This design comes from an exercise in tuning for small area, a short achievable clock period and few clock cycles per item on the open sky130 flow, not from production work. Only simulation tests tie the RTL to the original design; equivalence was not proved. Power figures rest on the tool's default switching activity, not on a simulated workload.

## erf_crc0
module erf_crc0 (
    input  wire        clk,
    input  wire        rst,
    input  wire        in_valid,
    output reg         in_ready,
    input  wire [1:0]  in_op,
    input  wire [15:0] in_data,
    output reg         out_valid,
    input  wire        out_ready,
    output reg  [15:0] out_crc
);
For scale: about 560 cells after synthesis, ~85 flip-flops, ~5000 sq um of cells after synthesis.
export LEC_CHECK = 0
export CAP_MARGIN = 20
export CORE_MARGIN = 2
export CORE_UTILIZATION = 40
export GPL_TIMING_DRIVEN = 0
export PLACE_DENSITY = 0.6
export SLEW_MARGIN = 20
export SYNTH_MEMORY_MAX_BITS = 8192
create_clock -name core_clock -period 8.0 [get_ports {clk}]
standard.sh (not shown) runs the stock make flow with config.mk's settings and CLKGATE_MAP_FILE= SYNTH_SCRIPT=/design/flow/synth_recipe.tcl, a recipe that flattens the netlist after the stock synthesis.
==> flow/flow/run.sh <==
#!/bin/bash
# The standard layout (the standard.sh, unchanged synthesis) with three
# changes to how ORFS builds it:
#   - port buffers use buf_1 instead of the default clkdlybuf4s50_1
#   - clock tree synthesis without dummy loads, with clkbuf_4/clkbuf_8
#     and clusters of up to 30 sinks
set -euo pipefail
export SETUP_SLACK_MARGIN=5.5
export BUFFER_PORTS_ARGS="-buffer_cell sky130_fd_sc_hd__buf_1"
export CTS_ARGS="-sink_clustering_enable -repair_clock_nets -dont_use_dummy_load -buf_list {sky130_fd_sc_hd__clkbuf_4 sky130_fd_sc_hd__clkbuf_8} -sink_clustering_size 30"
bash standard.sh > standard.log 2>&1
The first run completed with no timing, DRC or antenna violations.
Testbench counts at the start, summed over its fixed seeds: cycles 20,140, bytes 18,751.
Next try:
--- a/flow/config.mk
+++ b/flow/config.mk
@@ -9,5 +9,4 @@
 export CORE_MARGIN = 2
-export CORE_UTILIZATION = 40
-export GPL_TIMING_DRIVEN = 0
-export PLACE_DENSITY = 0.6
+export CORE_UTILIZATION = 30
+export PLACE_DENSITY = 0.5
 export SLEW_MARGIN = 20
Outcome: Total power stays flat. Via count decreases by 3.8%. Die area increases by 32%. Sequential share of layout area increases by 0.29 points. Combinational power decreases by about 2%. Clock power stays flat. Clock-buffer cell count is unchanged.
Next try:
--- a/flow/config.mk
+++ b/flow/config.mk
@@ -9,4 +9,4 @@
 export CORE_MARGIN = 2
-export CORE_UTILIZATION = 30
-export PLACE_DENSITY = 0.5
+export CORE_UTILIZATION = 55
+export PLACE_DENSITY = 0.7
 export SLEW_MARGIN = 20
Hold slack got worse by 7.0 ps.
Setup slack improved by 72 ps.
Total power falls by a few percent.
Next try:
--- a/flow/flow/run.sh
+++ b/flow/flow/run.sh
@@ -7,3 +7,3 @@
 set -euo pipefail
-export SETUP_SLACK_MARGIN=5.5
+export SETUP_SLACK_MARGIN=5.3
 export BUFFER_PORTS_ARGS="-buffer_cell sky130_fd_sc_hd__buf_1"
--- a/flow/config.mk
+++ b/flow/config.mk
@@ -9,4 +9,4 @@
 export CORE_MARGIN = 2
-export CORE_UTILIZATION = 55
-export PLACE_DENSITY = 0.7
+export CORE_UTILIZATION = 40
+export PLACE_DENSITY = 0.6
 export SLEW_MARGIN = 20
=> The changed run went through all stages and came out clean. Count of clock-buffer cells in the layout stays the same. Setup slack loses 71 ps. Area after synthesis stays the same. Combinational power shrinks by a few percent. Total power shrinks by a few percent. Routed wire length grows by a few percent. First-iteration DRC count shrinks by about a fifth. Final area shrinks slightly. Non-clock buffer count shrinks by 10.
Next try:
--- a/flow/flow/run.sh
+++ b/flow/flow/run.sh
@@ -7,3 +7,3 @@
 set -euo pipefail
-export SETUP_SLACK_MARGIN=5.3
+export SETUP_SLACK_MARGIN=5.5
 export BUFFER_PORTS_ARGS="-buffer_cell sky130_fd_sc_hd__buf_1"
--- a/flow/config.mk
+++ b/flow/config.mk
@@ -13 +13,2 @@
 export SYNTH_MEMORY_MAX_BITS = 8192
+export TNS_END_PERCENT = 10
=> The changed run ran to the end with no violations. Combinational power grows by a few percent. Wire length went up by a few percent. Register-to-register slack gains 50 ps. Final area went up slightly.
Next try:
--- a/flow/flow/run.sh
+++ b/flow/flow/run.sh
@@ -7,3 +7,3 @@
 set -euo pipefail
-export SETUP_SLACK_MARGIN=5.5
+export SETUP_SLACK_MARGIN=5.4
 export BUFFER_PORTS_ARGS="-buffer_cell sky130_fd_sc_hd__buf_1"
--- a/flow/config.mk
+++ b/flow/config.mk
@@ -13,2 +13 @@
 export SYNTH_MEMORY_MAX_BITS = 8192
-export TNS_END_PERCENT = 10
Outcome: The changed run finished with timing, DRC and antenna clean. Register-to-register slack hardly moves. Routed wire length came out lower by 0.94%. Via count came out higher by 0.43%. Setup slack degrades by 9.3 ps. Combinational power came out lower by about 7%. Final cell count came out lower by 0.40%. Power came out lower by 4.6%. Clock power barely changes. Cell area came out lower by 1.1%. Clock skew came out higher by 8.3 ps. Synthesized area is unchanged.

what the ideal ports hide:
How much do the figures lean on ideal ports? The routed layouts below were timed once more, with nothing changed but the port constraints.
Step 1 assumes that a clkbuf_16 drives the clock port and a buf_2 every other input.
Step 2 moves the port delays by t, midway between the first and last clock arrival at a register: inputs arrive t later, outputs are due t later. That takes back most of the time a late clock gives input paths.
Slacks: ideal / step 1 / step 2; pairs: ideal / step 1.
run | t (ns) | setup slack, ns | worst setup path at the end | slew at the worst register clock pin (ns) | cell pins on the clock port's net
the first run | 0.396 | 5.501 / 5.468 / 5.200 | input to register | 0.08 / 0.08 | 1
the second run | 0.406 | 5.455 / 5.418 / 5.214 | input to register | 0.08 / 0.08 | 1
the third run | 0.379 | 5.527 / 5.494 / 5.223 | input to register | 0.08 / 0.08 | 1
the fourth run | 0.383 | 5.456 / 5.423 / 5.114 | input to register | 0.08 / 0.08 | 1
the fifth run | 0.395 | 5.480 / 5.446 / 5.105 | input to register | 0.08 / 0.08 | 1
the sixth run | 0.385 | 5.471 / 5.467 / 5.093 | input to register | 0.09 / 0.09 | 1
After both steps every run listed still meets setup and hold. For the sixth run, which loses most, drivers alone change the setup slack by -0.004 ns; drivers and shift together by -0.378 ns.
